What follows belongs to an exercise in optimizing a design on an open flow for small area and few clock cycles; a production flow would make more cautious choices. RTL that was checked went through simulation tests only; none was proved equivalent to the original. For run 5, only the layout was checked, not whether the RTL still works. Power is estimated from default activity; no workload was simulated.

`config.mk`:
```
export PLATFORM = sky130hd
export DESIGN_NAME = frame_codec
export DESIGN_NICKNAME = frame_codec
export VERILOG_FILES = /design/flow/design.v
export SDC_FILE = /design/flow/constraint.sdc
export NUM_CORES = 4
export LEC_CHECK = 0
export CAP_MARGIN = 20
export CORE_MARGIN = 2
export CORE_UTILIZATION = 40
export SLEW_MARGIN = 20
```
`run.sh`:
```
#!/bin/bash
# synth_recipe.tcl (not shown) runs the flow's synth.tcl, then flattens the netlist and writes it again
# the make line also repeats each setting of config.mk as NAME=value (left out here)
make -C /OpenROAD-flow-scripts/flow DESIGN_CONFIG=/design/flow/config.mk WORK_HOME=/design/flow/orfs CLKGATE_MAP_FILE= SYNTH_SCRIPT=/design/flow/synth_recipe.tcl finish
```
`design.v`:
```
module crc16_byte (
    input  wire [15:0] crc_in,
    input  wire [7:0]  data,
    output reg  [15:0] crc_out
);
    integer i;
    always @(*) begin
        crc_out = crc_in ^ {data, 8'h00};
        for (i = 0; i < 8; i = i + 1) begin
            if (crc_out[15])
                crc_out = {crc_out[14:0], 1'b0} ^ 16'h1021;
            else
                crc_out = {crc_out[14:0], 1'b0};
        end
    end
endmodule
module crc_unit (
    input  wire        clk,
    input  wire        rst,
    input  wire        crc_init,
    input  wire        crc_valid,
    input  wire [7:0]  crc_data,
    output reg  [15:0] crc_acc
);
    wire [15:0] crc_next;
    crc16_byte u_crc (.crc_in(crc_acc), .data(crc_data), .crc_out(crc_next));
    always @(posedge clk) begin
        if (rst || crc_init)
            crc_acc <= 16'hFFFF;
        else if (crc_valid)
            crc_acc <= crc_next;
    end
endmodule
module frame_decoder (
    input  wire        clk,
    input  wire        rst,
    input  wire        rx_valid,
    input  wire [7:0]  rx_data,
    output wire        rx_ready,
    output wire        pbuf_we,
    output wire [8:0]  pbuf_addr,
    output wire [7:0]  pbuf_wdata,
    output wire        frame_valid,
    output wire [7:0]  frame_msg,
    output wire [9:0]  frame_len,
    input  wire        frame_ack
);
    localparam [2:0] S_SOF0    = 3'd0,
                     S_SOF1    = 3'd1,
                     S_MSG     = 3'd2,
                     S_LENHI   = 3'd3,
                     S_LENLO   = 3'd4,
                     S_PAYLOAD = 3'd5,
                     S_CRCHI   = 3'd6,
                     S_CRCLO   = 3'd7;
    reg  [2:0]  state;
    reg  [15:0] dec_crc;
    reg  [7:0]  dec_msg;
    reg  [9:0]  dec_len;      
    reg  [8:0]  dec_idx;
    wire        held    = (state == S_SOF0) && (dec_crc == 16'd0);
    wire        rx_fire = rx_valid && rx_ready;
    wire [15:0] crc_next;
    wire [9:0]  idx_inc = {1'b0, dec_idx} + 10'd1;
    wire        hi_big  = |rx_data[7:2];
    wire        len_over = (dec_len[9:8] == 2'b11) ||
                           (dec_len[9:8] == 2'b10 && rx_data != 8'd0);
    wire        len_zero = (dec_len[9:8] == 2'b00) && (rx_data == 8'd0);
    crc16_byte u_crc (.crc_in(dec_crc), .data(rx_data), .crc_out(crc_next));
    assign frame_valid = held;
    assign rx_ready    = !held || frame_ack;
    assign frame_msg   = dec_msg;
    assign frame_len   = dec_len;
    assign pbuf_we    = rx_valid && (state == S_PAYLOAD);
    assign pbuf_addr  = dec_idx;
    assign pbuf_wdata = rx_data;
    always @(posedge clk) begin
        if (rst) begin
            state   <= S_SOF0;
            dec_crc <= 16'hFFFF;
        end else begin
            if (state == S_SOF0 && rx_ready)
                dec_crc <= 16'hFFFF;
            if (rx_fire) begin
                case (state)
                    S_SOF0: begin
                        if (rx_data == 8'hAA)
                            state <= S_SOF1;
                    end
                    S_SOF1: begin
                        if (rx_data == 8'h55)
                            state <= S_MSG;
                        else
                            state <= S_SOF0;
                    end
                    S_MSG: begin
                        dec_msg <= rx_data;
                        dec_crc <= crc_next;
                        state   <= S_LENHI;
                    end
                    S_LENHI: begin
                        dec_len <= {rx_data[1] | hi_big, rx_data[0] | hi_big, 8'h00};
                        dec_crc <= crc_next;
                        state   <= S_LENLO;
                    end
                    S_LENLO: begin
                        dec_len[7:0] <= rx_data;
                        dec_idx      <= 9'd0;
                        if (len_over) begin
                            dec_crc <= 16'hFFFF;
                            state   <= S_SOF0;
                        end else begin
                            dec_crc <= crc_next;
                            state   <= len_zero ? S_CRCHI : S_PAYLOAD;
                        end
                    end
                    S_PAYLOAD: begin
                        dec_idx <= idx_inc[8:0];
                        dec_crc <= crc_next;
                        if (idx_inc == dec_len)
                            state <= S_CRCHI;
                    end
                    S_CRCHI: begin
                        dec_crc <= crc_next;
                        state   <= S_CRCLO;
                    end
                    default: begin       
                        dec_crc <= crc_next;
                        state   <= S_SOF0;
                    end
                endcase
            end
        end
    end
endmodule
module frame_encoder (
    input  wire        clk,
    input  wire        rst,
    input  wire        enc_start,
    input  wire [7:0]  enc_msg,
    input  wire [15:0] enc_len,
    output wire        enc_ready,
    output reg         enc_err,
    input  wire        pl_valid,
    input  wire [7:0]  pl_data,
    output wire        pl_ready,
    output reg         tx_valid,
    output reg  [7:0]  tx_data,
    input  wire        tx_ready
);
    localparam [3:0] E_IDLE    = 4'd0,
                     E_SOF0    = 4'd1,
                     E_SOF1    = 4'd2,
                     E_MSG     = 4'd3,
                     E_LENHI   = 4'd4,
                     E_LENLO   = 4'd5,
                     E_PAYLOAD = 4'd6,
                     E_CRCHI   = 4'd7,
                     E_CRCLO   = 4'd8;
    reg  [3:0]  state;
    reg  [7:0]  msg;
    reg  [9:0]  len;
    reg  [15:0] enc_crc;
    wire        tx_fire  = tx_valid && tx_ready;
    wire        take     = enc_start && enc_ready;
    wire        len_ok   = (enc_len[15:10] == 6'd0) &&
                           !(enc_len[9] && enc_len[8:0] != 9'd0);
    wire [15:0] crc_next;
    crc16_byte u_crc (.crc_in(enc_crc), .data(tx_data), .crc_out(crc_next));
    assign enc_ready = (state == E_IDLE) || (state == E_CRCLO && tx_ready);
    assign pl_ready  = (state == E_PAYLOAD) && tx_ready;
    always @(*) begin
        tx_valid = 1'b1;
        case (state)
            E_IDLE:    begin tx_valid = 1'b0; tx_data = 8'h00;          end
            E_SOF0:    tx_data = 8'hAA;
            E_SOF1:    tx_data = 8'h55;
            E_MSG:     tx_data = msg;
            E_LENHI:   tx_data = {6'd0, len[9:8]};
            E_LENLO:   tx_data = len[7:0];
            E_PAYLOAD: begin tx_valid = pl_valid; tx_data = pl_data;    end
            E_CRCHI:   tx_data = enc_crc[15:8];
            E_CRCLO:   tx_data = enc_crc[15:8];
            default:   begin tx_valid = 1'b0; tx_data = 8'h00;          end
        endcase
    end
    always @(posedge clk) begin
        if (rst) begin
            state   <= E_IDLE;
            enc_err <= 1'b0;
        end else begin
            if (tx_fire && state >= E_MSG)
                enc_crc <= crc_next;
            case (state)
                E_SOF0:  if (tx_fire) state <= E_SOF1;
                E_SOF1:  if (tx_fire) state <= E_MSG;
                E_MSG:   if (tx_fire) state <= E_LENHI;
                E_LENHI: if (tx_fire) state <= E_LENLO;
                E_LENLO: begin
                    if (tx_fire)
                        state <= (len == 10'd0) ? E_CRCHI : E_PAYLOAD;
                end
                E_PAYLOAD: begin
                    if (tx_fire) begin
                        len <= len - 10'd1;
                        if (len == 10'd1)
                            state <= E_CRCHI;
                    end
                end
                E_CRCHI: if (tx_fire) state <= E_CRCLO;
                E_CRCLO: if (tx_fire) state <= E_IDLE;
                default: state <= E_IDLE;
            endcase
            if (take) begin
                enc_err <= !len_ok;
                if (len_ok) begin
                    msg     <= enc_msg;
                    len     <= enc_len[9:0];
                    enc_crc <= 16'hFFFF;
                    state   <= E_SOF0;
                end
            end
        end
    end
endmodule
module frame_codec (
    input  wire        clk,
    input  wire        rst,
    input  wire        crc_init,
    input  wire        crc_valid,
    input  wire [7:0]  crc_data,
    output wire [15:0] crc_acc,
    input  wire        rx_valid,
    input  wire [7:0]  rx_data,
    output wire        rx_ready,
    output wire        pbuf_we,
    output wire [8:0]  pbuf_addr,
    output wire [7:0]  pbuf_wdata,
    output wire        frame_valid,
    output wire [7:0]  frame_msg,
    output wire [9:0]  frame_len,
    input  wire        frame_ack,
    input  wire        enc_start,
    input  wire [7:0]  enc_msg,
    input  wire [15:0] enc_len,
    output wire        enc_ready,
    output wire        enc_err,
    input  wire        pl_valid,
    input  wire [7:0]  pl_data,
    output wire        pl_ready,
    output wire        tx_valid,
    output wire [7:0]  tx_data,
    input  wire        tx_ready
);
    crc_unit u_crc (
        .clk(clk), .rst(rst),
        .crc_init(crc_init), .crc_valid(crc_valid), .crc_data(crc_data),
        .crc_acc(crc_acc)
    );
    frame_decoder u_dec (
        .clk(clk), .rst(rst),
        .rx_valid(rx_valid), .rx_data(rx_data), .rx_ready(rx_ready),
        .pbuf_we(pbuf_we), .pbuf_addr(pbuf_addr), .pbuf_wdata(pbuf_wdata),
        .frame_valid(frame_valid), .frame_msg(frame_msg), .frame_len(frame_len),
        .frame_ack(frame_ack)
    );
    frame_encoder u_enc (
        .clk(clk), .rst(rst),
        .enc_start(enc_start), .enc_msg(enc_msg), .enc_len(enc_len),
        .enc_ready(enc_ready), .enc_err(enc_err),
        .pl_valid(pl_valid), .pl_data(pl_data), .pl_ready(pl_ready),
        .tx_valid(tx_valid), .tx_data(tx_data), .tx_ready(tx_ready)
    );
endmodule
```
`constraint.sdc`:
```
create_clock -name core_clock -period 4.0 [get_ports {clk}]
set_input_delay 0.8000 -clock core_clock [delete_from_list [all_inputs] [get_ports {clk}]]
set_output_delay 0.8000 -clock core_clock [all_outputs]
set_load 0.01 [all_outputs]
```
==> results of run 1 <==
## state kept, by name, summed over array words and instances (netlist names)
| name | cells |
|---|---|
| u_dec.dec_len | 10 |
| u_enc.msg | 8 |
| u_enc.len | 10 |
| u_crc.crc_acc | 16 |
| u_enc.enc_crc | 16 |
| u_enc.enc_err | 1 |
| u_enc.state | 4 |
| u_dec.dec_crc | 16 |
| u_dec.dec_idx | 9 |
| u_dec.dec_msg | 8 |
| u_dec.state | 3 |
## final cells by class
class	count	area, um2	share of cell area [%]
Multi-Input combinational cell	484	3170	41.5
Sequential cell	101	2630	34.5
Timing Repair Buffer	129	1270	16.7
Clock buffer	13	269	3.52
Tap cell	184	230	3.01
Inverter	9	33.8	0.442
Clock inverter	3	26.3	0.344
## layer usage
layer | GRT usage (%) | vias up | share of wire, %
li1 | - | 2490 | -
met1 | 26.7 | 2417 | 46
met2 | 32.3 | 136 | 48
met3 | 4.68 | 16 | 5.2
met4 | 4.91 | 0 | 1.3
met5 | 0 | - | 0
## critical path, delay by kind of cell (launching register included)
kind	cells	cell delay [ns]
flip-flops	1	0.79
AO/OA/AOI/OAI	2	0.99
buffers and inverters	2	0.78
## cell families (layout without fill, tap and decap cells)
kind of cell	Yosys count	count (layout)
AO/OA/AOI/OAI	132	132
XOR/XNOR	85	85
adder cells (fa/ha/maj)	4	4
buffers and inverters	46	154
flip-flops	101	101
multiplexers	10	10
AND/OR/NAND/NOR	253	253
## power by group
part	switching [mW]	internal, mW	total (mW)	leakage, nW
clock	0.394	0.481	0.874	0.147
sequential	0.0281	1.13	1.15	0.935
combinational	0.135	0.154	0.289	1.60
## layout by cell type, fill, tap and decap left out, types with 3 or more instances in the layout
master           synthesis  routed
o21ai_1                  5       5
mux2i_1                  7       7
dfxtp_1                 40      40
xnor2_1                 52      52
nor4_1                  14      14
a31oi_1                  4       4
a21o_1                   9       9
clkbuf_16                0      10
or4_1                    7       7
o211ai_1                 9       9
a21oi_1                 16      16
o221ai_1                 3       3
and2_1                   8       8
inv_1                    6       6
clkdlybuf4s50_1          0     122
o22ai_1                 16      16
o21ai_0                 34      34
or3_1                    3       3
nor2b_1                 12      12
a211oi_1                 8       8
buf_4                    8       7
xor2_1                  30      30
nor3_1                  20      19
nand2b_1                 6       6
o21a_1                   3       3
and3_1                   5       5
and3b_1                  4       4
ha_1                     4       4
nor2_1                  40      40
nand3_1                 11      11
edfxtp_1                61      61
nand4_1                  5       5
nand2_1                 93      93
## stage by stage
step	instance area (um2)	total power [mW]	cells	hold WS [ns]	worst slack [ns]
final	7640	2.32	923	0.510	0.275
after global routing	7640	2.42	923	0.542	0.0768
after CTS	7640	2.34	923	0.515	0.282
after detailed placement	7340	1.47	907	0.502	0.666
after global placement	7340	1.46	907	0.504	0.703
after floorplan	6040	1.34	631	0.503	1.37
## worst paths after layout
kind | from | end | slack (ns) | depth (start not counted)
min | u_enc.enc_err$_SDFFE_PP0P_ | u_enc.enc_err$_SDFFE_PP0P_ | 0.51 | 2
min reg2reg | u_enc.enc_err$_SDFFE_PP0P_ | u_enc.enc_err$_SDFFE_PP0P_ | 0.51 | 2
max reg2reg | u_enc.state[1]$_SDFF_PP0_ | u_enc.enc_crc[3]$_DFFE_PN_ | 1.24 | 6
max | u_enc.state[1]$_SDFF_PP0_ | tx_data[1] | 0.27 | 4
==> impl_results.md, run 1 <==
* First DRT Iteration DRCs at between 400 and 500
* Pwr Density at between 300 and 400 nW/um2
* # clock sinks at 101
* First-pass GRT wire length at around 26000 um
* Share of layout cells above drive strength 1 at slightly above 7%
* Ports at 123
* Antenna Cells at 0
* Vias in the first global route at between 4000 and 5000
* Max stage delay on crit path at 0.79 ns
* Core footprint at ~15000 um2
* DP HPWL at between 10000 and 15000 um
* Synth Area in Simple Gates at a little over a fifth
* Clock Latency Late Sink at 0.35 ns
* Routed WL at approximately 16000 um
* Top cell type's share of synthesized area at between 30% and 40%
* Worst EP arrival at around 2.9 ns
* Largest net degree at the start of global routing at 30
* Max Root-Sink Buffers at 2
* Synth area leaders: edfxtp_1 30%, dfxtp_1 13%, xnor2_1 7.5%
* Fillers at 1339
* Drt wl/cell at approximately 17 um
* Clk_skew at 0.0112 ns
* Crit start category: flip-flop
* FP Rows at 44
* Cell Chain, Critical Path: inv_2 -> o31ai_2 -> a21o_1 -> clkdlybuf4s50_1
* Max_cap viols at 0
* Top-count cell post-synth: nand2_1
* Compound-Gate Fraction of Synth Area at about 15%
* Final nets at roughly 800
* IO buf count at around 120
* Max Slew Vio Count at 0
* Starting Density at 41.2%
* Final period utilization at between 90 and 100%
* Post-CTS sizing at 0
* Max H-tree Level at 3
* Tot GR Track Use at just under 20%
* Largest family of logic cells by synthesized area: simple AND/OR/NAND/NOR gates
* Area Growth Syn to Fin at 26.5%
* Register bit total from synthesis at 101
* Top post-synthesis cells by count: 93 x nand2_1, 61 x edfxtp_1, 52 x xnor2_1, 40 x dfxtp_1, 40 x nor2_1
* Area leader, netlist: edfxtp_1
* Routed via count at 5059
* Post-Syn Instances at between 600 and 700
* Mapped Area at between 6000 and 7000 um2
* EDFF count, synth at a little over 60
* Lkg Pwr at about 2.7 nW
* Setup CP Type: flip-flop to primary output
* Initial antenna violation count at 0
* Syn avg cell area at ~9.6 um2
* Synth warn at 4
* Hold Buf Count CTS at 0
* Number of vias per cell at about 5.5
* Post-Route Utilization at between 50% and 60%
* Final Critical Period at 3.73 ns
* Post-synthesis async set-or-reset flop share at 0%
* CP max stage cell: dfxtp_1
* Critical Path RT at between 3 and 4 ns
* Clock root buffer: clkbuf_16
* Setup_tns at 0 ns
* CP Max Fanout at 18
* Gr ovfl total at 0
* XOR/XNOR Fraction of Synth Area at between 10 and 15%
* Final hold vios at 0
* RSZ-0062 raised after global routing: no
* Die ar. at about 16000 um2
* Die W at 127 um
* Yosys cell types at 87
* Critical Path End Type: primary output
* Measured slew at the worst slew-check pin at roughly 1.0 ns
* Syn_nets at slightly below 700
* Sequential cell area fraction in the yosys report at between 40% and 50%
* Final setup violation count at 0
* Min-delay worst type: flip-flop to flip-flop
* Final GP Congestion at 0.889
* Mux share of post-synthesis cell area at approximately 2.1%
* Drt drc at 0
* VDD IR max at 0.225 mV
* Status: finished clean
* Cts bufs inserted at 9
* Post-CTS repair timing setup buffer count at 0
* DR pass1 iterations at 5
* Post-synthesis adder-cell area fraction at less than 1%
* Worst-path clk slew at around 0.070 ns
* Die height at between 100 and 150 um
* Fmax at 268 MHz
* Primary FF master, synth: edfxtp_1
* CTS tree: yes
* Final ANT Viol Nets at 0
* Slew headroom at slightly above 30%
Testbench counts, summed over its fixed seeds: cycles 34,439.
==> inputs of run 2 (changes only) <==
--- a/config.mk
+++ b/config.mk
@@ -5,6 +5,7 @@
 export SDC_FILE = /design/flow/constraint.sdc
 export NUM_CORES = 4
 export LEC_CHECK = 0
+export ABC_AREA = 1
 export CAP_MARGIN = 20
 export CORE_MARGIN = 2
 export CORE_UTILIZATION = 40
==> run 2 against run 1 <==
Clock skew decreased by 0.0041 ns; largest power group unchanged; register-to-register slack improved by 0.51 ns; die area increased by 3.0%; core utilization decreased by 0.38 points; synthesized cell count increased by 28%; worst hold slack improved by 0.0047 ns; sequential share of layout area decreased by 1.0 points; critical path depth increased by 1.
==> impl_results.md, run 2 <==
* CP most frequent cell: inv_1
* Routed via count at 5533 (+9.4%)
* Die W at 129 um (+1.5%)
* Final ANT Viol Nets at 0 (unchanged)
* Synth warn at 4 (unchanged)
* FF-to-FF setup slack at 1.75 ns (+0.51 ns)
* Lkg Pwr at 3.44 nW (+29%)
* Tot GR Track Use at 20.2% (+0.44 points)
* Slew headroom at 41.4% (+10 points)
* Core footprint at 15200 um2 (+3.8%)
* Post-CTS sizing at 0 (unchanged)
* Crit path to: pbuf_we
* Post-Syn Instances at 806 (+28%)
* VDD IR max at 0.200 mV (-11%)
* Number of vias per cell at 4.97 (-9.4%)
* Final Critical Period at 3.09 ns (-0.634 ns)
* CP Max Fanout at 12 (-6)
* Commonest non-fill, non-tap cells in the layout: 211 x nand2_1, 122 x clkdlybuf4s50_1, 90 x inv_1, 64 x nor2_1, 64 x nand3_1
* Final setup violation count at 0 (unchanged)
* GR met2 Demand/Resource at 32.0% (-0.26 points)
* Max Root-Sink Buffers at 2 (unchanged)
* # clock sinks at 101 (unchanged)
* Largest regs: u_crc.crc_acc x16, u_dec.dec_crc x16, u_enc.enc_crc x16
* Hold Buf Count CTS at 0 (unchanged)
* Sequential cell area fraction in the yosys report at 42.3% (-1.3 points)
* Synth area leaders: edfxtp_1 29%, dfxtp_1 13%, nand2_1 13%
* Setup CP Type: flip-flop to primary output
* Final hold vios at 0 (unchanged)
* Worst-path clk slew at 0.07 ns (about the same)
* Critical Path RT at 3.20 ns (about the same)
* Worst EP arrival at 2.29 ns (-0.64 ns)
* Clk_skew at 0.00711 ns (-0.00413 ns)
* Setup_tns at 0 ns (unchanged)
* Crit path launch: u_dec.state[2]$_SDFFE_PP0P_
* Final period utilization at 77.3% (-16 points)
* Syn_nets at 867 (+25%)
* Critical Path End Type: primary output
* Post-DP Area at 7580 um2 (+3.2%)
* Clock Latency Late Sink at 0.35 ns (about the same)
* FF-to-FF Start: u_dec.state[2]$_SDFFE_PP0P_
* CP max stage cell: clkdlybuf4s50_1
* Top-count cell post-synth: nand2_1
* Primary FF master, synth: edfxtp_1
* Largest net degree at the start of global routing at 43 (+43%)
* Top post-synthesis cells by count: 211 x nand2_1, 90 x inv_1, 64 x nand3_1, 64 x nor2_1, 61 x edfxtp_1
* Final Power at 2.40 mW (+3.5%)
* Fmax at 324 MHz (+21%)
* Drt drc at 0 (unchanged)
* Final nets at 982 (+24%)
* IO buf count at 122 (unchanged)
* Share of layout cells above drive strength 1 at 9.50% (+2.5 points)
* DP HPWL at 12400 um (+7.4%)
* Area Growth Syn to Fin at 26.3% (about the same)
* Starting Density at 41.0% (-0.26 points)
* Max_cap viols at 0 (unchanged)
* Post-synthesis async set-or-reset flop share at 0% (unchanged)
* FP Rows at 45 (+2.3%)
* Initial antenna violation count at 0 (unchanged)
* Max H-tree Level at 3 (unchanged)
* Clock root buffer: clkbuf_16
* Worst reg-to-reg path cell count at 10 (+4)
* Grt met3 use at 3.83% (-0.86 points)
* Final GP Congestion at 0.865 (-2.7%)
* Dpl cells at 1098 (+21%)
* Mapped Area at 6230 um2 (+3.1%)
* Antenna Cells at 0 (unchanged)
* Place WS at 0.865 ns (+0.199 ns)
* Cts bufs inserted at 9 (unchanged)
* Crit start category: flip-flop
* First-pass GRT wire length at 26600 um (+4.2%)
* DR pass1 iterations at 5 (unchanged)
* Pwr Density at 305 nW/um2 (+0.45%)
* Max stage delay on crit path at 0.56 ns (-0.23 ns)
* Post-CTS repair timing setup buffer count at 0 (unchanged)
* Measured slew at the worst slew-check pin at 0.876 ns (-0.157 ns)
* Yosys cell types at 42 (-52%)
* EDFF count, synth at 61 (unchanged)
* Vias in the first global route at 5262 (+6.8%)
* Gr ovfl total at 0 (unchanged)
* Top cell type's share of synthesized area at 29.4% (-0.93 points)
* Non-filler cells, final at 1114 (+21%)
* Design area at 7870 um2 (+3.0%)
* Final WS setup at 0.909 ns (+0.634 ns)
* Min-delay worst type: flip-flop to flip-flop
* Routed WL at 16200 um (+3.9%)
* Status: finished clean
* GRT met1 Usage at 28.4% (+1.7 points)
* Area leader, netlist: edfxtp_1
* First DRT Iteration DRCs at 388 (-11%)
* Ports at 123 (unchanged)
* RSZ-0062 raised after global routing: no
* Commonest non-fill, non-tap cell in the layout: nand2_1
* GRT busiest layer: met2
* Syn avg cell area at 7.73 um2 (-19%)
* Max Slew Vio Count at 0 (unchanged)
* Drt wl/cell at 14.6 um (-14%)
* Die height at 129 um (+1.5%)
* Reg2reg end: u_dec.dec_len[6]$_SDFFCE_PN0P_
* Register bit total from synthesis at 101 (unchanged)
* Die ar. at 16600 um2 (+3.0%)
* Cell Chain, Critical Path: inv_1 -> nor3_1 -> inv_1 -> nor2_1 -> clkdlybuf4s50_1
* CTS tree: yes
run 2: cell types whose count changed after synthesis, moves of 15 or more:
| cell | delta |
|---|---|
| nand2_2 | +19 |
| o22ai_1 | -15 |
| inv_1 | +84 |
| nand3_1 | +53 |
| nand4_1 | +18 |
| nand2_1 | +118 |
| nor2_1 | +24 |
| xnor2_1 | -19 |
run 2: cell families after synthesis:
group                      Yosys count  share of synthesized area (%)
DFF                                101                           42.3
adders and majority gates            4                          0.803
buffers and inverters              130                           9.08
xor gates and xnor gates            54                           7.59
AOI/OAI and AO/OA                   91                           8.72
and+or+nand+nor                    426                           31.6
run 2: critical path, delay by kind of cell, from the launching register on:
kind / cells / cell delay (ns)
buffers and inverters: 3 / 0.97
flip-flops: 1 / 0.50
AND/OR/NAND/NOR: 2 / 0.48
run 2: how the worst min path moves through the flow:
| stage | startpoint | to | slack [ns] | cells after the start |
|---|---|---|---|---|
| global placement | u_crc.crc_acc[9]$_SDFFE_PP1P_ | u_crc.crc_acc[9]$_SDFFE_PP1P_ | 0.51 | 2 |
| detailed placement | u_crc.crc_acc[9]$_SDFFE_PP1P_ | u_crc.crc_acc[9]$_SDFFE_PP1P_ | 0.50 | 2 |
| global route | u_crc.crc_acc[12]$_SDFFE_PP1P_ | u_crc.crc_acc[12]$_SDFFE_PP1P_ | 0.55 | 2 |
| CTS | u_enc.enc_err$_SDFFE_PP0P_ | u_enc.enc_err$_SDFFE_PP0P_ | 0.52 | 2 |
| finish | u_crc.crc_acc[11]$_SDFFE_PP1P_ | u_crc.crc_acc[11]$_SDFFE_PP1P_ | 0.51 | 2 |
| floorplan | u_dec.dec_crc[6]$_SDFF_PP1_ | u_dec.dec_crc[6]$_SDFF_PP1_ | 0.52 | 4 |
run 2: power breakdown:
group	leakage [nW]	switching, mW	internal, mW
Clock	0.137	0.390	0.485
Combinational	2.40	0.192	0.165
Sequential	0.909	0.0304	1.14
Total	3.44	0.613	1.79
run 2: cell type report:
cell class | instances | area, um2
multi-input cells | 575 | 3030
repair buffers | 131 | 1290
inverters | 103 | 389
well taps | 188 | 235
flip-flops and latches | 101 | 2630
clock inverters | 6 | 63.8
clock buffers | 10 | 229
fillers | 1491 | 7330
run 2: layer usage:
metal  part of all wire, %  vias to the layer above
met4                   1.1                        0
met3                   5.5                       11
li1                      -                     2863
met1                    48                     2533
met5                     0                        -
met2                    46                      126
run 2: metrics by stage:
step / util, % / hold slack, ns
finish: 51.8 / 0.514
global route: 51.8 / 0.548
CTS: 51.8 / 0.518
detailed placement: 49.8 / 0.501
global placement: 49.8 / 0.506
floorplan: - / 0.516
==> inputs of run 3 (changes only) <==
--- a/design.v
+++ b/design.v
@@ -158,15 +158,15 @@
                      E_CRCHI   = 4'd7,
                      E_CRCLO   = 4'd8;
     reg  [3:0]  state;
-    reg  [7:0]  msg;
     reg  [9:0]  len;
     reg  [15:0] enc_crc;
     wire        tx_fire  = tx_valid && tx_ready;
     wire        take     = enc_start && enc_ready;
     wire        len_ok   = (enc_len[15:10] == 6'd0) &&
                            !(enc_len[9] && enc_len[8:0] != 9'd0);
+    wire [7:0]  crc_data = (state == E_MSG) ? 8'hFF : tx_data;
     wire [15:0] crc_next;
-    crc16_byte u_crc (.crc_in(enc_crc), .data(tx_data), .crc_out(crc_next));
+    crc16_byte u_crc (.crc_in(enc_crc), .data(crc_data), .crc_out(crc_next));
     assign enc_ready = (state == E_IDLE) || (state == E_CRCLO && tx_ready);
     assign pl_ready  = (state == E_PAYLOAD) && tx_ready;
     always @(*) begin
@@ -175,7 +175,7 @@
             E_IDLE:    begin tx_valid = 1'b0; tx_data = 8'h00;          end
             E_SOF0:    tx_data = 8'hAA;
             E_SOF1:    tx_data = 8'h55;
-            E_MSG:     tx_data = msg;
+            E_MSG:     tx_data = enc_crc[15:8];
             E_LENHI:   tx_data = {6'd0, len[9:8]};
             E_LENLO:   tx_data = len[7:0];
             E_PAYLOAD: begin tx_valid = pl_valid; tx_data = pl_data;    end
@@ -214,9 +214,8 @@
             if (take) begin
                 enc_err <= !len_ok;
                 if (len_ok) begin
-                    msg     <= enc_msg;
                     len     <= enc_len[9:0];
-                    enc_crc <= 16'hFFFF;
+                    enc_crc <= {enc_msg, 8'hFF};
                     state   <= E_SOF0;
                 end
             end
--- a/config.mk
+++ b/config.mk
@@ -5,8 +5,8 @@
 export SDC_FILE = /design/flow/constraint.sdc
 export NUM_CORES = 4
 export LEC_CHECK = 0
-export ABC_AREA = 1
 export CAP_MARGIN = 20
 export CORE_MARGIN = 2
 export CORE_UTILIZATION = 40
+export CTS_BUF_LIST = sky130_fd_sc_hd__clkbuf_2 sky130_fd_sc_hd__clkbuf_4 sky130_fd_sc_hd__clkbuf_8
 export SLEW_MARGIN = 20
==> run 3 against run 2 <==
First-iteration DRC count decreased by 5.4%; via count decreased by 11%; critical path depth unchanged; wire length decreased by 6.3%; sequential share of layout area decreased by 0.59 points; count of clock-buffer cells in the layout decreased by 1; power decreased by 17%; area after synthesis decreased by 7.4%; sequential power decreased by 9%; die area decreased by 7.2%; flip-flop and latch count decreased by 8; critical path type unchanged.
==> impl_results.md, run 3 <==
* Final GP Congestion at 0.840 (-3.0%)
* Top post-synthesis cells by count: 96 x nand2_1, 54 x xnor2_1, 53 x edfxtp_1, 40 x dfxtp_1, 35 x o21ai_0
* Register bit total from synthesis at 93 (-7.9%)
* Antenna Cells at 0 (unchanged)
* Synth warn at 4 (unchanged)
* Max Slew Vio Count at 0 (unchanged)
* Lkg Pwr at 2.50 nW (-28%)
* Reg2reg end: u_enc.enc_crc[13]$_DFFE_PN_
* Place WS at 0.718 ns (-0.147 ns)
* Clock Latency Late Sink at 0.37 ns (+0.02 ns)
* XOR/XNOR Fraction of Synth Area at 13.8% (+6.2 points)
* Routed WL at 15200 um (-6.3%)
* Share of layout cells above drive strength 1 at 6.78% (-2.7 points)
* CP Max Fanout at 26 (+14)
* Critical Path RT at 3.20 ns (about the same)
* Gr ovfl total at 0 (unchanged)
* Die height at 124 um (-3.7%)
* Synth area leaders: edfxtp_1 28%, dfxtp_1 14%, xnor2_1 8.2%
* Crit start category: flip-flop
* First DRT Iteration DRCs at 367 (-5.4%)
* Commonest non-fill, non-tap cell in the layout: clkdlybuf4s50_1
* Mapped Area at 5770 um2 (-7.4%)
* Status: finished clean
* Buf/Inv on CP at 1 (-2)
* Worst-path clk slew at 0.09 ns (+0.02 ns)
* Hold wc startpoint: u_enc.enc_err$_SDFFE_PP0P_
* Final hold vios at 0 (unchanged)
* FP Rows at 43 (-4.4%)
* Area Growth Syn to Fin at 26.2% (about the same)
* Top cell type's share of synthesized area at 27.6% (-1.8 points)
* Area leader, netlist: edfxtp_1
* Post-Route Utilization at 52.0% (+0.27 points)
* Final Critical Period at 3.64 ns (+0.553 ns)
* Mux share of post-synthesis cell area at 2.13% (+2.1 points)
* # clock sinks at 93 (-7.9%)
* Max H-tree Level at 3 (unchanged)
* Cts bufs inserted at 9 (unchanged)
* Drt drc at 0 (unchanged)
* Compound-Gate Fraction of Synth Area at 16.0% (+7.3 points)
* Final hold slack at 0.516 ns (+0.00151 ns)
* Core footprint at 14000 um2 (-8.0%)
* Hold Crit Depth at 2 (unchanged)
* Max stage delay on crit path at 0.95 ns (+0.39 ns)
* Worst reg-to-reg path cell count at 8 (-2)
* Largest regs: u_crc.crc_acc x16, u_dec.dec_crc x16, u_enc.enc_crc x16
* Yosys cell types at 71 (+69%)
* Initial antenna violation count at 2 (+2)
* DR pass1 iterations at 6 (+1)
* CP max stage cell: dfxtp_1
* FF-to-FF setup slack at 1.03 ns (-0.72 ns)
* Drt wl/cell at 16.6 um (+14%)
* EDFF count, synth at 53 (-13%)
* Design area at 7280 um2 (-7.5%)
* Syn avg cell area at 9.23 um2 (+19%)
* Max Root-Sink Buffers at 2 (unchanged)
* Fmax at 274 MHz (-15%)
* Setup CP Type: flip-flop to primary output
* Clock root buffer: clkbuf_8
* Sequential cell area fraction in the yosys report at 41.5% (-0.77 points)
* Dpl cells at 901 (-18%)
* Worst EP arrival at 2.84 ns (+0.55 ns)
* Routed via count at 4929 (-11%)
* Slew headroom at 37.5% (-3.9 points)
* Post-CTS sizing at 0 (unchanged)
* Max_cap viols at 0 (unchanged)
* Clk_skew at 0.0127 ns (+0.00554 ns)
* Top-count cell post-synth: nand2_1
* VDD IR max at 0.141 mV (-30%)
* FF-to-FF Start: u_enc.state[1]$_SDFF_PP0_
* Final period utilization at 91.1% (+14 points)
* Tot GR Track Use at 20.4% (+0.12 points)
* Hold worst-path end: u_enc.enc_err$_SDFFE_PP0P_
* Cell Chain, Critical Path: nand2b_1 -> nor3_1 -> o21bai_1 -> a21o_1 -> clkdlybuf4s50_1
* Min-delay worst type: flip-flop to flip-flop
* Post-synthesis async set-or-reset flop share at 0% (unchanged)
* Die W at 124 um (-3.7%)
* Largest family of logic cells by synthesized area: simple AND/OR/NAND/NOR gates
* Largest net degree at the start of global routing at 30 (-30%)
* Post-Syn Instances at 625 (-22%)
* Non-filler cells, final at 917 (-18%)
* Primary FF master, synth: edfxtp_1
* Ports at 123 (unchanged)
* Post-CTS repair timing setup buffer count at 0 (unchanged)
* Setup_tns at 0 ns (unchanged)
* Post-DP Area at 7090 um2 (-6.5%)
* Post-synthesis adder-cell area fraction at 0.868% (+0.064 points)
* Synth Area in Simple Gates at 20.6% (-11 points)
* Final nets at 793 (-19%)
* Commonest non-fill, non-tap cells in the layout: 122 x clkdlybuf4s50_1, 96 x nand2_1, 54 x xnor2_1, 53 x edfxtp_1, 40 x dfxtp_1
* Vias in the first global route at 4794 (-8.9%)
* Final WS setup at 0.356 ns (-0.553 ns)
* Starting Density at 41.2% (+0.25 points)
* IO buf count at 122 (unchanged)
* First-pass GRT wire length at 24600 um (-7.7%)
* Crit path max-delay family: flip-flops
* Syn_nets at 686 (-21%)
* Pwr Density at 274 nW/um2 (-10%)
* RSZ-0062 raised after global routing: no
* Final ANT Viol Nets at 0 (unchanged)
* Die ar. at 15400 um2 (-7.2%)
* Hold Buf Count CTS at 0 (unchanged)
* Number of vias per cell at 5.38 (+8.2%)
* Critical Path End Type: primary output
* CTS tree: yes
* Final setup violation count at 0 (unchanged)
* Final Power at 1.99 mW (-17%)
* Measured slew at the worst slew-check pin at 0.936 ns (+0.0598 ns)
* DP HPWL at 11500 um (-7.5%)
==> run 3: area by class of cell <==
type | count | area, um2
clock buffers | 9 | 124
clock inverters | 7 | 63.8
fillers | 1362 | 6710
inverters | 13 | 48.8
multi-input cells | 478 | 3090
flip-flops and latches | 93 | 2390
well taps | 180 | 225
repair buffers | 137 | 1330
==> run 3: worst max path at each step <==
stage | start | endpoint | slack [ns] | depth (start not counted)
floorplan | frame_ack | u_dec.dec_msg[0]$_DFFE_PP_ | 1.55 | 4
global placement | tx_ready | u_enc.enc_crc[14]$_DFFE_PN_ | 0.77 | 8
detailed placement | tx_ready | u_enc.enc_crc[14]$_DFFE_PN_ | 0.72 | 8
CTS | u_enc.state[2]$_SDFF_PP0_ | tx_data[1] | 0.41 | 5
global route | u_enc.state[2]$_SDFF_PP0_ | tx_data[1] | 0.21 | 5
finish | u_enc.state[2]$_SDFF_PP0_ | tx_data[1] | 0.36 | 5
==> run 3: cells by family after synthesis <==
family                     Yosys count
adders and majority gates            4
xor gates and xnor gates            89
AOI/OAI and AO/OA                  134
DFF                                 93
buffers and inverters               54
and+or+nand+nor                    239
muxes                               12
==> run 3: routing by layer <==
metal	GRT usage [%]	part of all wire, %	vias up
li1	-	-	2454
met1	28.6	47	2312
met2	31.4	46	144
met3	4.26	6.1	17
met4	6.46	1.3	2
met5	0	0.079	-
==> run 3: power breakdown <==
part / switching [mW] / total (mW) / leakage [nW] / internal, mW
registers: 0.0294 / 1.06 / 0.846 / 1.03
clock network: 0.341 / 0.626 / 0.0945 / 0.285
logic: 0.142 / 0.304 / 1.56 / 0.161
total: 0.513 / 1.99 / 2.50 / 1.48
==> run 3: worst register-to-register path, stage by stage, from the launching register on <==
cell and delay [ns]:
dfxtp_1 0.55, buf_4 0.29, nor3_1 0.23, a21boi_1 0.46, nand2_1 0.19, a211o_1 0.45
and2_1 0.26, a22oi_1 0.17, o211ai_1 0.12
Testbench counts of run 3, summed over its fixed seeds: cycles 34,439.
==> inputs of run 4 (changes only) <==
==> flow/run.sh (new file) <==
#!/bin/bash
# Own layout flow: the standard ORFS flow (standard.sh, unchanged synthesis),
# with the port buffers made as the smallest buffer cell instead of the
# default pick, and no dummy loads in the clock tree.
set -euo pipefail
export BUFFER_PORTS_ARGS="-buffer_cell sky130_fd_sc_hd__buf_1"
export CTS_ARGS="-sink_clustering_enable -repair_clock_nets -dont_use_dummy_load -buf_list sky130_fd_sc_hd__clkbuf_8"
bash standard.sh finish > flow_make.log 2>&1
==> standard.sh (new file) <==
#!/bin/bash
# synth_recipe.tcl (not shown) runs the flow's synth.tcl, then flattens the netlist and writes it again
# the make line also repeats each setting of config.mk as NAME=value (left out here)
make -C /OpenROAD-flow-scripts/flow DESIGN_CONFIG=/design/flow/config.mk WORK_HOME=/design/flow/orfs CLKGATE_MAP_FILE= SYNTH_SCRIPT=/design/flow/synth_recipe.tcl "${@:-finish}"
--- a/config.mk
+++ b/config.mk
@@ -8,5 +8,5 @@
 export CAP_MARGIN = 20
 export CORE_MARGIN = 2
 export CORE_UTILIZATION = 40
-export CTS_BUF_LIST = sky130_fd_sc_hd__clkbuf_2 sky130_fd_sc_hd__clkbuf_4 sky130_fd_sc_hd__clkbuf_8
+export CTS_BUF_LIST = sky130_fd_sc_hd__clkbuf_8
 export SLEW_MARGIN = 20
removed: run.sh
==> run 4 against run 3 <==
Still clean; register-to-register slack worse by 0.09 ns; core utilization down 6.3 points; clock skew up 0.0056 ns; cell count down 1.5%; wire length down 3.7%; largest power group unchanged.
==> impl_results.md, run 4 <==
* Commonest non-fill, non-tap cells in the layout: 121 x buf_1, 96 x nand2_1, 54 x xnor2_1, 53 x edfxtp_1, 40 x dfxtp_1
* Fmax at 316 MHz (+15%)
* Worst-path clk slew at 0.08 ns (about the same)
* Min-delay worst type: flip-flop to flip-flop
* GRT busiest layer: met2
* Synth warn at 4 (unchanged)
* Final hold slack at 0.534 ns (+0.0179 ns)
* DP HPWL at 11100 um (-3.5%)
* Cts bufs inserted at 9 (unchanged)
* Final ANT Viol Nets at 0 (unchanged)
* Largest net degree at the start of global routing at 30 (unchanged)
* Primary FF master, synth: edfxtp_1
* # clock sinks at 93 (unchanged)
* Number of vias per cell at 5.40 (+0.48%)
* Area leader, netlist: edfxtp_1
* Max Slew Vio Count at 0 (unchanged)
* Clock Latency Late Sink at 0.36 ns (about the same)
* Syn_nets at 686 (unchanged)
* Mapped Area at 5770 um2 (unchanged)
* Top post-synthesis cells by count: 96 x nand2_1, 54 x xnor2_1, 53 x edfxtp_1, 40 x dfxtp_1, 35 x o21ai_0
* Slew headroom at 34.7% (-2.8 points)
* Post-CTS sizing at 0 (unchanged)
* Final Critical Period at 3.17 ns (-0.476 ns)
* Max_cap viols at 0 (unchanged)
* Gr ovfl total at 0 (unchanged)
* Pwr Density at 282 nW/um2 (+3.1%)
* Worst EP arrival at 2.37 ns (-0.47 ns)
* Final Power at 1.81 mW (-9.4%)
* Design area at 6400 um2 (-12%)
* Commonest non-fill, non-tap cell in the layout: buf_1
* Lkg Pwr at 2.10 nW (-16%)
* Fillers at 1388 (+1.9%)
* Final GP Congestion at 0.854 (+1.7%)
* GR met2 Demand/Resource at 29.9% (-1.4 points)
* DR pass1 iterations at 5 (-1)
* CP Max Fanout at 26 (unchanged)
* Register bit total from synthesis at 93 (unchanged)
* Synth area leaders: edfxtp_1 28%, dfxtp_1 14%, xnor2_1 8.2%
* Vias in the first global route at 4621 (-3.6%)
* Share of layout cells above drive strength 1 at 5.26% (-1.5 points)
* Clock root buffer: clkbuf_8
* Clk_skew at 0.0183 ns (+0.00561 ns)
* VDD IR max at 0.120 mV (-14%)
* Final period utilization at 79.2% (-12 points)
* Drt wl/cell at 16.2 um (-2.3%)
* Top-count cell post-synth: nand2_1
* First-pass GRT wire length at 23100 um (-6.0%)
* Yosys cell types at 71 (unchanged)
* Routed WL at 14700 um (-3.7%)
* Starting Density at 41.2% (unchanged)
* Top cell type's share of synthesized area at 27.6% (unchanged)
* RSZ-0062 raised after global routing: no
* Final hold vios at 0 (unchanged)
* Critical Path End Type: primary output
* Ports at 123 (unchanged)
* Area Growth Syn to Fin at 10.9%
* Final setup violation count at 0 (unchanged)
* Routed via count at 4877 (-1.1%)
* First DRT Iteration DRCs at 372 (+1.4%)
* Setup CP Type: flip-flop to primary output
* Max Root-Sink Buffers at 2 (unchanged)
* Post-synthesis async set-or-reset flop share at 0% (unchanged)
* Die ar. at 15400 um2 (unchanged)
* Initial antenna violation count at 1 (-1)
* FP Rows at 43 (unchanged)
* Post-Syn Instances at 625 (unchanged)
* Crit start category: flip-flop
* Post-CTS repair timing setup buffer count at 0 (unchanged)
* Hold Buf Count CTS at 0 (unchanged)
* EDFF count, synth at 53 (unchanged)
* Core footprint at 14000 um2 (unchanged)
* IO buf count at 122 (unchanged)
* Post-Route Utilization at 45.7% (-6.3 points)
* Measured slew at the worst slew-check pin at 0.977 ns (+0.0408 ns)
* Final nets at 786 (-0.88%)
* Die W at 124 um (unchanged)
* Critical Path RT at 3.20 ns (about the same)
* Grt met3 use at 4.53% (+0.27 points)
* Max H-tree Level at 3 (unchanged)
* GRT met1 Usage at 26.9% (-1.7 points)
* Post-DP Area at 6270 um2 (-12%)
* Syn avg cell area at 9.23 um2 (unchanged)
* CTS tree: yes
* Drt drc at 0 (unchanged)
* Largest regs: u_crc.crc_acc x16, u_dec.dec_crc x16, u_enc.enc_crc x16
* Status: finished clean
* Die height at 124 um (unchanged)
* Sequential cell area fraction in the yosys report at 41.5% (unchanged)
* Setup_tns at 0 ns (unchanged)
* Tot GR Track Use at 19.3% (-1.1 points)
* Antenna Cells at 0 (unchanged)
-- run 4: changes by cell type in the layout (fill, tap and decap cells not counted), sizes merged --
cell / previous run / this run
clkbuf: 9 / 10
clkdlybuf4s50: 122 / 0
bufinv: 1 / 0
inv: 14 / 13
buf: 15 / 129
clkinv: 4 / 0
clkinvlp: 1 / 0
-- run 4: per-stage QoR --
step	cells	setup WS, ns
final	903	0.832
after global routing	903	0.615
after CTS	903	0.850
after detailed placement	894	0.822
after global placement	894	1.02
after floorplan	625	1.55
-- run 4: critical path, stage by stage, from the launching register on --
cell and delay [ns]:
dfxtp_1 0.90, nand2b_1 0.29, nor3_1 0.36, o21bai_1 0.19, a21o_1 0.12, buf_1 0.15
-- run 4: cell type report --
type / instances / area, um2 / share of cell area [%]
Tap cell: 180 / 225 / 3.52
Timing Repair Buffer: 130 / 519 / 8.12
Inverter: 13 / 48.8 / 0.763
Sequential cell: 93 / 2390 / 37.4
Clock buffer: 9 / 124 / 1.94
Multi-Input combinational cell: 478 / 3090 / 48.3
-- run 4: metal layers --
| layer | part of all wire [%] | vias up |
|---|---|---|
| li1 | - | 2420 |
| met1 | 46 | 2298 |
| met2 | 45 | 142 |
| met3 | 7.2 | 15 |
| met4 | 1.2 | 2 |
| met5 | 0.089 | - |
-- run 4: final timing paths --
path / slack (ns) / cells past startpoint / startpoint / end
setup reg to reg: 0.94 / 8 / u_enc.state[1]$_SDFF_PP0_ / u_enc.enc_crc[13]$_DFFE_PN_
setup / recovery: 0.83 / 5 / u_enc.state[2]$_SDFF_PP0_ / tx_data[1]
hold / removal: 0.53 / 2 / u_enc.enc_err$_SDFFE_PP0P_ / u_enc.enc_err$_SDFFE_PP0P_
hold reg to reg: 0.53 / 2 / u_enc.enc_err$_SDFFE_PP0P_ / u_enc.enc_err$_SDFFE_PP0P_
-- run 4: logic make-up after synthesis --
| kind of cell | synth area share (%) |
|---|---|
| simple gates | 20.6 |
| compound gates | 16.0 |
| flops | 41.5 |
| xor+xnor | 13.8 |
| buf+inv | 5.12 |
| mux | 2.13 |
| fa+ha+maj | 0.868 |
-- run 4: power by group --
part           switching, mW  leakage, nW  internal [mW]
combinational          0.140         1.19          0.104
clock                  0.295       0.0647          0.202
sequential            0.0285        0.846           1.03
==> inputs of run 5 (changes only) <==
--- a/design.v
+++ b/design.v
@@ -81,6 +81,10 @@
         end else begin
             if (state == S_SOF0 && rx_ready)
                 dec_crc <= 16'hFFFF;
+            if (state == S_PAYLOAD)
+                dec_idx <= dec_idx + {8'd0, rx_valid};
+            else
+                dec_idx <= 9'd0;
             if (rx_fire) begin
                 case (state)
                     S_SOF0: begin
@@ -105,7 +109,6 @@
                     end
                     S_LENLO: begin
                         dec_len[7:0] <= rx_data;
-                        dec_idx      <= 9'd0;
                         if (len_over) begin
                             dec_crc <= 16'hFFFF;
                             state   <= S_SOF0;
@@ -115,7 +118,6 @@
                         end
                     end
                     S_PAYLOAD: begin
-                        dec_idx <= idx_inc[8:0];
                         dec_crc <= crc_next;
                         if (idx_inc == dec_len)
                             state <= S_CRCHI;
@@ -164,6 +166,7 @@
     wire        take     = enc_start && enc_ready;
     wire        len_ok   = (enc_len[15:10] == 6'd0) &&
                            !(enc_len[9] && enc_len[8:0] != 9'd0);
+    wire        len_zero = (len == 10'd0);
     wire [7:0]  crc_data = (state == E_MSG) ? 8'hFF : tx_data;
     wire [15:0] crc_next;
     crc16_byte u_crc (.crc_in(enc_crc), .data(crc_data), .crc_out(crc_next));
@@ -197,13 +200,15 @@
                 E_MSG:   if (tx_fire) state <= E_LENHI;
                 E_LENHI: if (tx_fire) state <= E_LENLO;
                 E_LENLO: begin
-                    if (tx_fire)
-                        state <= (len == 10'd0) ? E_CRCHI : E_PAYLOAD;
+                    if (tx_fire) begin
+                        len   <= len - 10'd1;
+                        state <= len_zero ? E_CRCHI : E_PAYLOAD;
+                    end
                 end
                 E_PAYLOAD: begin
                     if (tx_fire) begin
                         len <= len - 10'd1;
-                        if (len == 10'd1)
+                        if (len_zero)
                             state <= E_CRCHI;
                     end
                 end
--- a/config.mk
+++ b/config.mk
@@ -8,5 +8,4 @@
 export CAP_MARGIN = 20
 export CORE_MARGIN = 2
 export CORE_UTILIZATION = 40
-export CTS_BUF_LIST = sky130_fd_sc_hd__clkbuf_8
 export SLEW_MARGIN = 20
==> run 5 against run 4 <==
Wire length increased by 0.18%; flip-flop and latch count stayed put; die area decreased by 0.94%; clock power barely moved; core utilization down 0.075 points; setup slack worse by 0.17 ns; critical path depth rose by 2; non-clock buffer count is the same; via count is 2.1% higher; cell count down 0.11%; largest cell class unchanged.
==> impl_results.md, run 5 <==
* Status: finished clean
* Die ar. at 15200 um2 (-0.94%)
* Share of layout cells above drive strength 1 at 4.57% (-0.69 points)
* Design area at 6360 um2 (-0.55%)
* FP Rows at 43 (unchanged)
* Die W at 123 um (-0.47%)
* Area Growth Syn to Fin at 11.4%
* # clock sinks at 93 (unchanged)
* Hold wc startpoint: u_crc.crc_acc[11]$_SDFFE_PP1P_
* Sw frac at 26.3% (+0.53 points)
* Synth warn at 4 (unchanged)
* Hold worst-path end: u_crc.crc_acc[11]$_SDFFE_PP1P_
* Clock Latency Late Sink at 0.37 ns (about the same)
* Core footprint at 13900 um2 (-0.38%)
* Min-delay worst type: flip-flop to flip-flop
* Clk_skew at 0.0176 ns (-0.000617 ns)
* Die height at 123 um (-0.47%)
* NetSw at 479 uW (+3.2%)
* Worst reg-to-reg path cell count at 7 (-1)
* Final period utilization at 83.3% (+4.1 points)
* Antenna Cells at 0 (unchanged)
* FF-to-FF setup slack at 0.67 ns (-0.27 ns)
* Cell Chain, Critical Path: nor2b_1 -> a21oi_1 -> or3_1 -> or4_4 -> or3_4 -> xnor2_2 -> mux2_1
* Area leader, netlist: edfxtp_1
* Worst-path clk slew at 0.08 ns (about the same)
* Drt wl/cell at 16.3 um (+0.29%)
* Post-Syn Instances at 630 (+0.80%)
* Crit path max-delay family: simple AND/OR/NAND/NOR gates
* Fmax at 300 MHz (-5.0%)
* Vias in the first global route at 4451 (-3.7%)
* VDD IR max at 0.163 mV (+36%)
* Max Slew Vio Count at 0 (unchanged)
* Final hold vios at 0 (unchanged)
* Syn_nets at 692 (+0.87%)
* Routed WL at 14700 um (+0.18%)
* Internal power at 1.35 mW (+0.40%)
* Ports at 123 (unchanged)
* Largest regs: u_crc.crc_acc x16, u_dec.dec_crc x16, u_enc.enc_crc x16
* CP max stage cell: dfxtp_1
* Worst EP arrival at 3.45 ns (+1.08 ns)
* Slew headroom at 30.2% (-4.5 points)
* Max H-tree Level at 3 (unchanged)
* Cts bufs inserted at 9 (unchanged)
* Seq pwr share at 58.9% (about the same)
* First-pass GRT wire length at 22900 um (-0.72%)
* Max Root-Sink Buffers at 2 (unchanged)
* Mapped Area at 5710 um2 (-0.98%)
* Synth area leaders: edfxtp_1 28%, dfxtp_1 14%, xnor2_1 7.7%
* Drt drc at 0 (unchanged)
* Measured slew at the worst slew-check pin at 1.04 ns (+0.0662 ns)
* Non-filler cells, final at 902 (-0.11%)
* Grt met3 use at 3.60% (-0.94 points)
* Post-CTS sizing at 0 (unchanged)
* Max stage delay on crit path at 0.70 ns (-0.20 ns)
* Pwr Density at 287 nW/um2 (+1.7%)
* Setup_tns at 0 ns (unchanged)
* First DRT Iteration DRCs at 510 (+37%)
* EDFF count, synth at 53 (unchanged)
* Syn avg cell area at 9.06 um2 (-1.8%)
* Setup CP Type: flip-flop to flip-flop
* Gr ovfl total at 0 (unchanged)
* GRT met1 Usage at 27.1% (+0.21 points)
* Post-synthesis async set-or-reset flop share at 0% (unchanged)
* GR met2 Demand/Resource at 29.9% (about the same)
* Post-Route Utilization at 45.6% (-0.075 points)
* Hold Buf Count CTS at 0 (unchanged)
* CTS tree: yes
* Reg2reg end: u_enc.len[6]$_DFFE_PN_
* RSZ-0062 raised after global routing: no
* Dpl cells at 893 (-0.11%)
* Commonest non-fill, non-tap cell in the layout: buf_1
* Critical Path End Type: flip-flop
* Max_cap viols at 0 (unchanged)
* Primary FF master, synth: edfxtp_1
* Final Critical Period at 3.33 ns (+0.165 ns)
* FF-to-FF Start: u_enc.state[0]$_SDFF_PP0_
* Final GP Congestion at 0.892 (+4.5%)
* CP Max Fanout at 19 (-27%)
* Largest net degree at the start of global routing at 48 (+60%)
* Starting Density at 41.0% (-0.24 points)
* Post-CTS repair timing setup buffer count at 0 (unchanged)
* Power share of the clock group at 27.4% (-0.2 points)
* Routed via count at 4978 (+2.1%)
* Tot GR Track Use at 19.2% (-0.091 points)
* DP HPWL at 10900 um (-1.4%)
* Final ANT Viol Nets at 0 (unchanged)
* Comb pwr share at 13.6% (about the same)
* Lkg Pwr at 2.11 nW (+0.47%)
* Final setup violation count at 0 (unchanged)
* Top post-synthesis cells by count: 92 x nand2_1, 53 x edfxtp_1, 50 x xnor2_1, 40 x dfxtp_1, 35 x nor2_1
* Post-DP Area at 6230 um2 (-0.64%)
* IO buf count at 122 (unchanged)
* Clock root buffer: clkbuf_8
* DR pass1 iterations at 7 (+2)
* Initial antenna violation count at 0 (-1)
* Top-count cell post-synth: nand2_1
* Number of vias per cell at 5.52 (+2.2%)
* Register bit total from synthesis at 93 (unchanged)
* Yosys cell types at 65 (-8.5%)
* Hold Crit Depth at 2 (unchanged)
* Top cell type's share of synthesized area at 27.9% (+0.27 points)
* Final nets at 786 (unchanged)
* Buf/Inv on CP at 0 (-1)
* Crit start category: flip-flop
* Critical Path RT at 4.11 ns (+0.91 ns)
* Commonest non-fill, non-tap cells in the layout: 121 x buf_1, 92 x nand2_1, 53 x edfxtp_1, 50 x xnor2_1, 40 x dfxtp_1
* Sequential cell area fraction in the yosys report at 41.9% (+0.41 points)
* GRT busiest layer: met2
## run 5: final cells by class
cell class | instances | area [um2]
tap | 180 | 225
timing repair buffer | 130 | 519
fill | 1406 | 7570
clock buffer | 9 | 124
sequential | 93 | 2390
multi-input combinational | 477 | 3050
inverter | 13 | 48.8
## run 5: worst max-delay path by stage
stage	startpoint	endpoint	slack [ns]	cells past startpoint
final	u_enc.state[0]$_SDFF_PP0_	u_enc.len[6]$_DFFE_PN_	0.67	7
after global routing	u_enc.state[0]$_SDFF_PP0_	u_enc.len[6]$_DFFE_PN_	0.50	7
after CTS	u_enc.state[0]$_SDFF_PP0_	u_enc.len[6]$_DFFE_PN_	0.70	7
after detailed placement	u_enc.state[0]$_SDFF_PP0_	u_enc.len[6]$_DFFE_PN_	0.73	7
after global placement	u_enc.state[0]$_SDFF_PP0_	u_enc.len[6]$_DFFE_PN_	0.78	7
after floorplan	tx_ready	u_enc.len[6]$_DFFE_PN_	1.21	7
## run 5: tightest hold or removal path: stages (launching register included)
cell     delay (ns)
dfxtp_1        0.36
o21ai_0        0.08
nand2_1        0.06
## run 5: stage by stage
stage | hold slack [ns] | power, mW | setup slack (ns)
after floorplan | 0.493 | 1.26 | 1.21
after global placement | 0.504 | 1.34 | 0.778
final | 0.529 | 1.83 | 0.666
after CTS | 0.532 | 1.85 | 0.702
after detailed placement | 0.512 | 1.35 | 0.727
after global routing | 0.569 | 1.92 | 0.504
## run 5: logic make-up after synthesis
family	count (synthesis)	share of synthesized area, %
muxes	13	2.32
adders and majority gates	5	1.10
buffers and inverters	60	4.97
DFF	93	41.9
xor gates and xnor gates	82	12.7
AOI/OAI and AO/OA	139	16.0
and+or+nand+nor	238	21.0
## run 5: routing by layer
layer,up-vias,routed length [um],part of all wire [%]
met3,14,947,6.4
li1,2456,-,-
met2,151,6780,46
met4,0,182,1.2
met1,2357,6780,46
met5,-,0,0
## run 5: power by group through the flow
| stage | logic [mW] | registers, mW | clock network [mW] |
|---|---|---|---|
| final | 0.249 | 1.08 | 0.501 |
| after global routing | 0.278 | 1.08 | 0.558 |
| after CTS | 0.250 | 1.08 | 0.526 |
| after detailed placement | 0.249 | 1.10 | 0 |
| after global placement | 0.246 | 1.10 | 0 |
| after floorplan | 0.175 | 1.09 | 0 |
==> inputs of run 6 (changes only) <==
--- a/design.v
+++ b/design.v
@@ -49,30 +49,27 @@
                      S_SOF1    = 3'd1,
                      S_MSG     = 3'd2,
                      S_LENHI   = 3'd3,
-                     S_LENLO   = 3'd4,
-                     S_PAYLOAD = 3'd5,
-                     S_CRCHI   = 3'd6,
+                     S_LENLO   = 3'd5,
+                     S_PAYLOAD = 3'd6,
                      S_CRCLO   = 3'd7;
     reg  [2:0]  state;
     reg  [15:0] dec_crc;
     reg  [7:0]  dec_msg;
     reg  [9:0]  dec_len;      
-    reg  [8:0]  dec_idx;
+    reg  [9:0]  dec_idx;
     wire        held    = (state == S_SOF0) && (dec_crc == 16'd0);
     wire        rx_fire = rx_valid && rx_ready;
     wire [15:0] crc_next;
-    wire [9:0]  idx_inc = {1'b0, dec_idx} + 10'd1;
     wire        hi_big  = |rx_data[7:2];
     wire        len_over = (dec_len[9:8] == 2'b11) ||
                            (dec_len[9:8] == 2'b10 && rx_data != 8'd0);
-    wire        len_zero = (dec_len[9:8] == 2'b00) && (rx_data == 8'd0);
     crc16_byte u_crc (.crc_in(dec_crc), .data(rx_data), .crc_out(crc_next));
     assign frame_valid = held;
     assign rx_ready    = !held || frame_ack;
     assign frame_msg   = dec_msg;
     assign frame_len   = dec_len;
-    assign pbuf_we    = rx_valid && (state == S_PAYLOAD);
-    assign pbuf_addr  = dec_idx;
+    assign pbuf_we    = rx_valid && (state == S_PAYLOAD) && !dec_idx[9];
+    assign pbuf_addr  = dec_idx[8:0];
     assign pbuf_wdata = rx_data;
     always @(posedge clk) begin
         if (rst) begin
@@ -82,9 +79,9 @@
             if (state == S_SOF0 && rx_ready)
                 dec_crc <= 16'hFFFF;
             if (state == S_PAYLOAD)
-                dec_idx <= dec_idx + {8'd0, rx_valid};
+                dec_idx <= dec_idx + {9'd0, rx_valid};
             else
-                dec_idx <= 9'd0;
+                dec_idx <= 10'd0;
             if (rx_fire) begin
                 case (state)
                     S_SOF0: begin
@@ -114,17 +111,13 @@
                             state   <= S_SOF0;
                         end else begin
                             dec_crc <= crc_next;
-                            state   <= len_zero ? S_CRCHI : S_PAYLOAD;
+                            state   <= S_PAYLOAD;
                         end
                     end
                     S_PAYLOAD: begin
                         dec_crc <= crc_next;
-                        if (idx_inc == dec_len)
-                            state <= S_CRCHI;
-                    end
-                    S_CRCHI: begin
-                        dec_crc <= crc_next;
-                        state   <= S_CRCLO;
+                        if (dec_idx == dec_len)
+                            state <= S_CRCLO;
                     end
                     default: begin       
                         dec_crc <= crc_next;
@@ -175,7 +168,7 @@
     always @(*) begin
         tx_valid = 1'b1;
         case (state)
-            E_IDLE:    begin tx_valid = 1'b0; tx_data = 8'h00;          end
+            E_IDLE:    begin tx_valid = 1'b0; tx_data = enc_crc[15:8];  end
             E_SOF0:    tx_data = 8'hAA;
             E_SOF1:    tx_data = 8'h55;
             E_MSG:     tx_data = enc_crc[15:8];
@@ -184,7 +177,7 @@
             E_PAYLOAD: begin tx_valid = pl_valid; tx_data = pl_data;    end
             E_CRCHI:   tx_data = enc_crc[15:8];
             E_CRCLO:   tx_data = enc_crc[15:8];
-            default:   begin tx_valid = 1'b0; tx_data = 8'h00;          end
+            default:   begin tx_valid = 1'b0; tx_data = enc_crc[15:8];  end
         endcase
     end
     always @(posedge clk) begin
@@ -192,7 +185,7 @@
             state   <= E_IDLE;
             enc_err <= 1'b0;
         end else begin
-            if (tx_fire && state >= E_MSG)
+            if (tx_fire && state != E_IDLE && state != E_SOF0 && state != E_SOF1)
                 enc_crc <= crc_next;
             case (state)
                 E_SOF0:  if (tx_fire) state <= E_SOF1;
==> flow/run.sh (replaced) <==
#!/bin/bash
# Own layout flow: the standard ORFS flow (standard.sh, unchanged synthesis)
# with three changes to how the layout is made:
#  - the port buffers are the smallest buffer cell (buf_1) instead of the
#    default pick;
#  - the buffers synthesis put on pass-through wires become buf_1 too;
#  - no dummy loads in the clock tree; power recovery (downsizing of gates
#    off the critical paths) after global routing.
# make's full output goes to flow_make.log; ORFS keeps each step's log in
# orfs/logs/.
set -euo pipefail
here=$(cd "$(dirname "$0")" && pwd)
export BUFFER_PORTS_ARGS="-buffer_cell sky130_fd_sc_hd__buf_1"
export PRE_GLOBAL_PLACE_TCL="$here/pre_place.tcl"
export CTS_ARGS="-sink_clustering_enable -repair_clock_nets -dont_use_dummy_load -buf_list sky130_fd_sc_hd__clkbuf_8"
export RECOVER_POWER=100
bash standard.sh finish > flow_make.log 2>&1
==> flow/pre_place.tcl (new file) <==
# Before port buffering: the buffers synthesis put on pass-through wires
# (input port straight to output port) become the smallest buffer cell.
foreach inst [get_cells *] {
  set m [get_property $inst ref_name]
  if {[regexp {^sky130_fd_sc_hd__buf_([2-9]|1[0-9])$} $m]} {
    puts "pre_place: [get_property $inst full_name] $m -> sky130_fd_sc_hd__buf_1"
    replace_cell $inst sky130_fd_sc_hd__buf_1
  }
}
==> run 6 against run 5 <==
Now fails the layout checks on capacitance limit, slew limit; non-clock buffer count decreased by 2; flip-flop and latch count up 1; sequential share of layout area increased by 1.6 points.
==> impl_results.md, run 6 <==
* Final Critical Period at 3.40 ns (+0.0640 ns)
* Footprint of the multi-input gates at 2890 um2 (-5.3%)
* Max H-tree Level at 3 (unchanged)
* CP max stage cell: dfxtp_1
* Syn avg cell area at 9.11 um2 (+0.45%)
* Top post-synthesis cells by count: 92 x nand2_1, 58 x xnor2_1, 54 x edfxtp_1, 43 x nor2_1
* VDD IR max at 0.181 mV (+11%)
* Final ANT Viol Nets at 0 (unchanged)
* Worst EP arrival at 2.60 ns (-0.85 ns)
* Routed via count at 4713 (-5.3%)
* Design area at 6180 um2 (-2.8%)
* Max stage delay on crit path at 0.91 ns (+0.21 ns)
* Critical Path End Type: primary output
* Final nets at 768 (-2.3%)
* Core footprint at 13800 um2 (-1.2%)
* Dpl cells at 876 (-1.9%)
* Die height at 122 um (-1.1%)
* RSZ-0062 raised after global routing: no
* Seq. cell area at 2420 um2 (+1.3%)
* Die W at 122 um (-1.1%)
* Critical Path RT at 3.20 ns (-0.91 ns)
* Max Root-Sink Buffers at 2 (unchanged)
* Slew headroom at -75.6% (-110 points)
* DP HPWL at 10300 um (-5.2%)
* Number of vias per cell at 5.33 (-3.5%)
* Final setup violation count at 0 (unchanged)
* Largest net degree at the start of global routing at 47 (-2.1%)
* Post-CTS repair timing setup buffer count at 0 (unchanged)
* Area leader, netlist: edfxtp_1
* Worst-path clk slew at 0.09 ns (about the same)
* Commonest non-fill, non-tap cell in the layout: buf_1
* Post-synthesis async set-or-reset flop share at 0% (unchanged)
* Setup_tns at 0 ns (unchanged)
* Drt drc at 0 (unchanged)
* DR pass1 iterations at 6 (-1)
* Crit start category: flip-flop
* First-pass GRT wire length at 22700 um (-1.2%)
* Max_cap viols at 1 (+1)
* Starting Density at 40.5% (-0.46 points)
* Layout Check Fails: capacitance limit, slew limit
* Primary FF master, synth: edfxtp_1
* Post-CTS sizing at 0 (unchanged)
* Clock root buffer: clkbuf_8
* Post-Syn Instances at 613 (-2.7%)
* EDFF count, synth at 54 (+1.9%)
* Post-DP Area at 6070 um2 (-2.5%)
* Top cell type's share of synthesized area at 29.1% (+1.2 points)
* Yosys cell types at 55 (-15%)
* Commonest non-fill, non-tap cells in the layout: 111 x buf_1, 93 x nand2_1, 58 x xnor2_1, 54 x edfxtp_1, 43 x nor2_1
* Vias in the first global route at 4562 (+2.5%)
* Tot GR Track Use at 19.3% (+0.13 points)
* Antenna Cells at 0 (unchanged)
* Drt wl/cell at 15.9 um (-2.2%)
* Fmax at 294 MHz (-1.9%)
* Max Slew Vio Count at 47 (+47)
* Clk_skew at 0.0224 ns (+0.00472 ns)
* First DRT Iteration DRCs at 468 (-8.2%)
* Initial antenna violation count at 0 (unchanged)
* Pwr Density at 305 nW/um2 (+6.2%)
* Share of layout cells above drive strength 1 at 2.70% (-1.9 points)
* Non-filler cells, final at 885 (-1.9%)
* FP Rows at 43 (unchanged)
* Mapped Area at 5580 um2 (-2.3%)
* Syn_nets at 674 (-2.6%)
* Area Growth Syn to Fin at 10.8%
* Measured slew at the worst slew-check pin at 2.63 ns (+1.59 ns)
* Routed WL at 14100 um (-4.0%)
* # clock sinks at 94 (+1.1%)
* Cell Chain, Critical Path: nor3_1 -> nor3_1 -> o22a_1 -> buf_1
* Fillers at 1403 (-0.21%)
* Largest regs: u_crc.crc_acc x16, u_dec.dec_crc x16, u_enc.enc_crc x16
* Status: finished with violations
* Synth warn at 4 (unchanged)
* Gr ovfl total at 0 (unchanged)
* Register bit total from synthesis at 94 (+1.1%)
* Final GP Congestion at 0.907 (+1.7%)
* Synth area leaders: edfxtp_1 29%, dfxtp_1 14%, xnor2_1 9.1%
* CTS tree: yes
* Final hold vios at 0 (unchanged)
* Ports at 123 (unchanged)
* CP most frequent cell: nor3_1
* Hold Buf Count CTS at 0 (unchanged)
* Min-delay worst type: flip-flop to flip-flop
* Setup CP Type: flip-flop to primary output
* Cts bufs inserted at 9 (unchanged)
* Clock Latency Late Sink at 0.36 ns (about the same)
* Lkg Pwr at 1.97 nW (-6.6%)
* Sequential cell area fraction in the yosys report at 43.4% (+1.5 points)
* Top-count cell post-synth: nand2_1
* CP Max Fanout at 26 (+7)
* Final period utilization at 84.9% (+1.6 points)
* Die ar. at 14900 um2 (-2.2%)
* IO buf count at 122 (unchanged)
* Final hold slack at 0.516 ns (-0.0129 ns)
run 6: cell types whose count changed in the layout (fill, tap and decap cells not counted), moves of 8 or more:
cell      previous run  this run
o211ai_1             9         1
a21oi_1             16        25
o21ai_1             17         1
nor2_1              35        43
nor3_1              12        21
clkbuf_1             0        14
o21ai_0             30        40
buf_1              121       111
and3_1              15         5
xnor2_1             50        58
nand3_1             16         6
run 6: cells by family (layout without fill, tap and decap cells):
group / after synthesis / in the layout / share of synthesized area [%]
xor+xnor: 93 / 93 / 14.6
flops: 94 / 94 / 43.4
compound gates: 132 / 132 / 15.4
simple gates: 228 / 228 / 19.2
buf+inv: 54 / 146 / 5.07
mux: 8 / 8 / 1.43
fa+ha+maj: 4 / 4 / 0.897
run 6: path summary, 6_finish.rpt:
kind	from	to	slack, ns	cells past startpoint
setup / recovery	u_enc.state[2]$_SDFF_PP0_	tx_data[7]	0.60	4
hold / removal	u_enc.enc_err$_SDFFE_PP0P_	u_enc.enc_err$_SDFFE_PP0P_	0.52	2
setup reg to reg	u_enc.state[2]$_SDFF_PP0_	u_enc.enc_crc[13]$_DFFE_PN_	0.84	8
hold reg to reg	u_enc.enc_err$_SDFFE_PP0P_	u_enc.enc_err$_SDFFE_PP0P_	0.52	2
run 6: cell type report:
cell class              instances  share of cell area, %
multi-input cells             465                   46.7
flip-flops and latches         94                   39.2
repair buffers                128                   7.91
well taps                     180                   3.64
clock buffers                   9                   2.00
inverters                       9                  0.546
run 6: through the flow:
step	total power, mW	util, %	setup WS [ns]
4_1_cts	1.91	45.0	0.654
5_1_grt	1.98	44.9	0.343
3_5_place_dp	1.41	44.1	0.893
3_3_place_gp	1.40	44.1	1.04
2_1_floorplan	1.32	-	1.21
6_report	1.89	44.9	0.602
run 6: layer usage:
| layer | GRT usage, % | vias up | share of wire, % |
|---|---|---|---|
| met5 | 0 | - | 0 |
| met4 | 5.53 | 0 | 0.87 |
| met3 | 4.63 | 10 | 7.4 |
| met2 | 32.3 | 192 | 47 |
| met1 | 25.0 | 2164 | 45 |
| li1 | - | 2347 | - |
run 6: worst max-delay path: cells and delay by family (launching register included):
kind | cells | cell delay (ns)
simple gates | 2 | 0.95
flops | 1 | 0.91
compound gates | 1 | 0.25
buf+inv | 1 | 0.15
run 6: power by group:
part	leakage [nW]	internal, mW	switching, mW
sequential	0.840	1.06	0.0418
combinational	1.07	0.122	0.163
clock	0.0647	0.202	0.299
Testbench counts of run 6, summed over its fixed seeds: cycles 34,439.
